What follows belongs to an exercise in optimizing a design on an open flow for small area, a short achievable clock period and few clock cycles; a production flow would make more cautious choices. Function was checked by simulation only, so behaviour that the tests miss may differ from the original. Power and IR drop assume default switching activity.

// ap4s_core
module ap4s_core (
    input  wire        clk,
    input  wire        rst,
    input  wire        req,
    input  wire        we,
    input  wire [7:0]  addr,
    input  wire [15:0] wdata,
    output reg         ack,
    output reg  [15:0] rdata
);
Size in the first run: roughly 3,700 cells after synthesis, ~730 flip-flops, ~45 I/O pins, ~0.040 sq mm of cells after synthesis.
==> flow/config.mk <==
export PLATFORM = sky130hd
export DESIGN_NAME = ap4s_core
export DESIGN_NICKNAME = ap4s_core
export VERILOG_FILES = /design/flow/design.v
export SDC_FILE = /design/flow/constraint.sdc
export NUM_CORES = 4
export LEC_CHECK = 0
export CAP_MARGIN = 20
export CORE_MARGIN = 2
export CORE_UTILIZATION = 40
export PLACE_DENSITY = 0.6
export SLEW_MARGIN = 20
==> flow/constraint.sdc <==
create_clock -name core_clock -period 12.0 [get_ports {clk}]
set_input_delay 2.4000 -clock core_clock [delete_from_list [all_inputs] [get_ports {clk}]]
set_output_delay 2.4000 -clock core_clock [all_outputs]
set_load 0.01 [all_outputs]
standard.sh (not shown) runs the stock make flow with config.mk's settings and CLKGATE_MAP_FILE= SYNTH_SCRIPT=/design/flow/synth_recipe.tcl, a recipe that flattens the netlist after the stock synthesis.
==> flow/flow/run.sh <==
#!/bin/bash
set -e
export SETUP_SLACK_MARGIN=6.6
bash standard.sh > standard.log 2>&1
Testbench counts at the start, summed over its fixed seeds: cycles 16,192.
Change:
==> flow/run.sh (new file) <==
#!/bin/bash
# synth_recipe.tcl (not shown) runs the flow's synth.tcl, then flattens the netlist and writes it again
# the make line also repeats each setting of config.mk as NAME=value (left out here)
make -C /OpenROAD-flow-scripts/flow DESIGN_CONFIG=/design/flow/config.mk WORK_HOME=/design/flow/orfs CLKGATE_MAP_FILE= SYNTH_SCRIPT=/design/flow/synth_recipe.tcl finish
--- a/flow/config.mk
+++ b/flow/config.mk
@@ -10,3 +10,4 @@
 export CORE_UTILIZATION = 40
 export PLACE_DENSITY = 0.6
+export SETUP_SLACK_MARGIN = 5
 export SLEW_MARGIN = 20
removed: flow/flow/run.sh
removed: flow/standard.sh
Effect: The new run went through all stages and came out clean; clock-buffer cell count shrinks by 2; utilization is lower by 1.9 points; design area fell by 4.1%; die area is unchanged; first-iteration DRC count falls by 4.9%.

* * *

ap4s_core, a different RTL version from the one above (not shown whole).
Size in the first run: about 3500 cells after synthesis, about 720 flip-flops, about 45 I/O pins, about 39000 um2 of cells after synthesis.
clock: 12.0 ns
lec_check: 0
cap_margin: 20
core_margin: 2
core_utilization: 40
place_density: 0.6
slew_margin: 20
==> flow/flow/run.sh <==
#!/bin/bash
set -e
export SETUP_SLACK_MARGIN=6.2
bash standard.sh > standard.log 2>&1
The first run finished clean.
Testbench counts at the start, summed over its fixed seeds: cycles 16,192.
Change:
- CTS_BUF_LIST: unset -> sky130_fd_sc_hd__clkbuf_16
- CTS_CLUSTER_DIAMETER: unset -> 60
- CTS_CLUSTER_SIZE: unset -> 30
After rerunning: Routed wire length is lower by 0.80%; cell area is lower by 1.8%; clock skew is about the same; utilization drops by 0.83 points; cell count shrinks by 1.1%.

* * *

Starting RTL as in the previous note.
// ap4s_core
module ap4s_core (
    input  wire        clk,
    input  wire        rst,
    input  wire        req,
    input  wire        we,
    input  wire [7:0]  addr,
    input  wire [15:0] wdata,
    output reg         ack,
    output reg  [15:0] rdata
);
clock: 12.0 ns
lec_check: 0
cap_margin: 20
core_margin: 2
core_utilization: 40
cts_buf_list: sky130_fd_sc_hd__clkbuf_16
cts_cluster_diameter: 60
cts_cluster_size: 30
place_density: 0.6
slew_margin: 20
==> flow/flow/run.sh <==
#!/bin/bash
set -e
export SETUP_SLACK_MARGIN=6.5
bash standard.sh > standard.log 2>&1
Testbench counts at the start, summed over its fixed seeds: cycles 16,192.
Then changed:
CORE_UTILIZATION = 50   (was 40)
PLACE_DENSITY = 0.65   (was 0.6)
=> Total power stays flat. Via count went up by 2.3%. Setup slack is worse by 0.084 ns. Synthesized area is unchanged. Register-to-register slack is about the same.

* * *

## branch maple
ap4s_core, a different RTL version from the one above (not shown whole).
For scale: about 3600 cells after synthesis, roughly 730 flip-flops, about 45 I/O pins.
==> flow/config.mk <==
export PLATFORM = sky130hd
export DESIGN_NAME = ap4s_core
export DESIGN_NICKNAME = ap4s_core
export VERILOG_FILES = /design/flow/design.v
export SDC_FILE = /design/flow/constraint.sdc
export NUM_CORES = 4
export LEC_CHECK = 0
export CAP_MARGIN = 20
export CORE_MARGIN = 2
export CORE_UTILIZATION = 50
export CTS_BUF_LIST = sky130_fd_sc_hd__clkbuf_16
export CTS_CLUSTER_DIAMETER = 60
export CTS_CLUSTER_SIZE = 30
export PLACE_DENSITY = 0.65
export SLEW_MARGIN = 20
==> flow/constraint.sdc <==
create_clock -name core_clock -period 12.0 [get_ports {clk}]
set_input_delay 2.4000 -clock core_clock [delete_from_list [all_inputs] [get_ports {clk}]]
set_output_delay 2.4000 -clock core_clock [all_outputs]
set_load 0.01 [all_outputs]
==> flow/flow/run.sh <==
#!/bin/bash
set -e
export SETUP_SLACK_MARGIN=6.3
bash standard.sh > standard.log 2>&1
Testbench counts of branch maple, summed over its fixed seeds: cycles 16,192.
Here is what was changed in the inputs of branch harbor compared with branch maple.
==> flow/flow/run.sh <==
#!/bin/bash
set -e
export SETUP_SLACK_MARGIN=6.5
bash standard.sh > standard.log 2>&1
Results
Looking at the reports, branch harbor completed the entire flow and the layout it produced met the timing, DRC and antenna checks.
Between branch maple and branch harbor, switching power is lower for branch maple, branch harbor comes in above that.
branch harbor vs branch maple: area added between synthesis and finish up in branch harbor
Compared with branch maple, branch harbor is hungrier on power.
| power in combinational cells | branch harbor vs branch maple | 3.3% higher |
Looking at routability-driven placement congestion ratio, branch harbor sits above branch maple.
Compared with branch maple, branch harbor instantiates a larger number of standard cells.

## port drivers added, routing unchanged
Ports are ideal in the flow. The routed layouts listed here were re-timed in OpenROAD.
Step 1 sets driving cells, clkbuf_16 on the clock port and buf_2 on the other inputs (assumed; they add their load-dependent delay and slew).
Step 2 times the ports against the registers' clock, not the clock port: input delays grow and output delays shrink by t, the midpoint of the rising clock arrivals with the driver on.
a / b / c = ideal / step 1 / step 2; a / b = the first two.
run | t, ns | setup slack, ns | worst setup path after step 2 | worst data-port slew with drivers (ns)
the first run of note 1 | 0.725 | 6.018 / 5.920 / 5.851 | input to register | 0.17
the second run of note 1 | 0.716 | 5.024 / 4.902 / 4.611 | input to register | 0.15
the first run of note 2 | 0.720 | 6.128 / 6.128 / 5.518 | input to register | 0.12
the second run of note 2 | 0.724 | 6.091 / 6.091 / 5.475 | input to register | 0.12
the first run of note 3 | 0.736 | 6.195 / 6.111 / 5.511 | input to register | 0.26
the second run of note 3 | 0.732 | 6.110 / 6.057 / 5.429 | input to register | 0.37
branch maple | 0.726 | 6.149 / 6.118 / 5.660 | input to register | 0.06
branch harbor | 0.733 | 6.211 / 6.133 / 5.847 | input to register | 0.13
After both steps setup and hold are still met in every run listed. The setup slack of the first run of note 3, which loses most, moves by -0.084 ns with the drivers and by -0.684 ns with both steps.
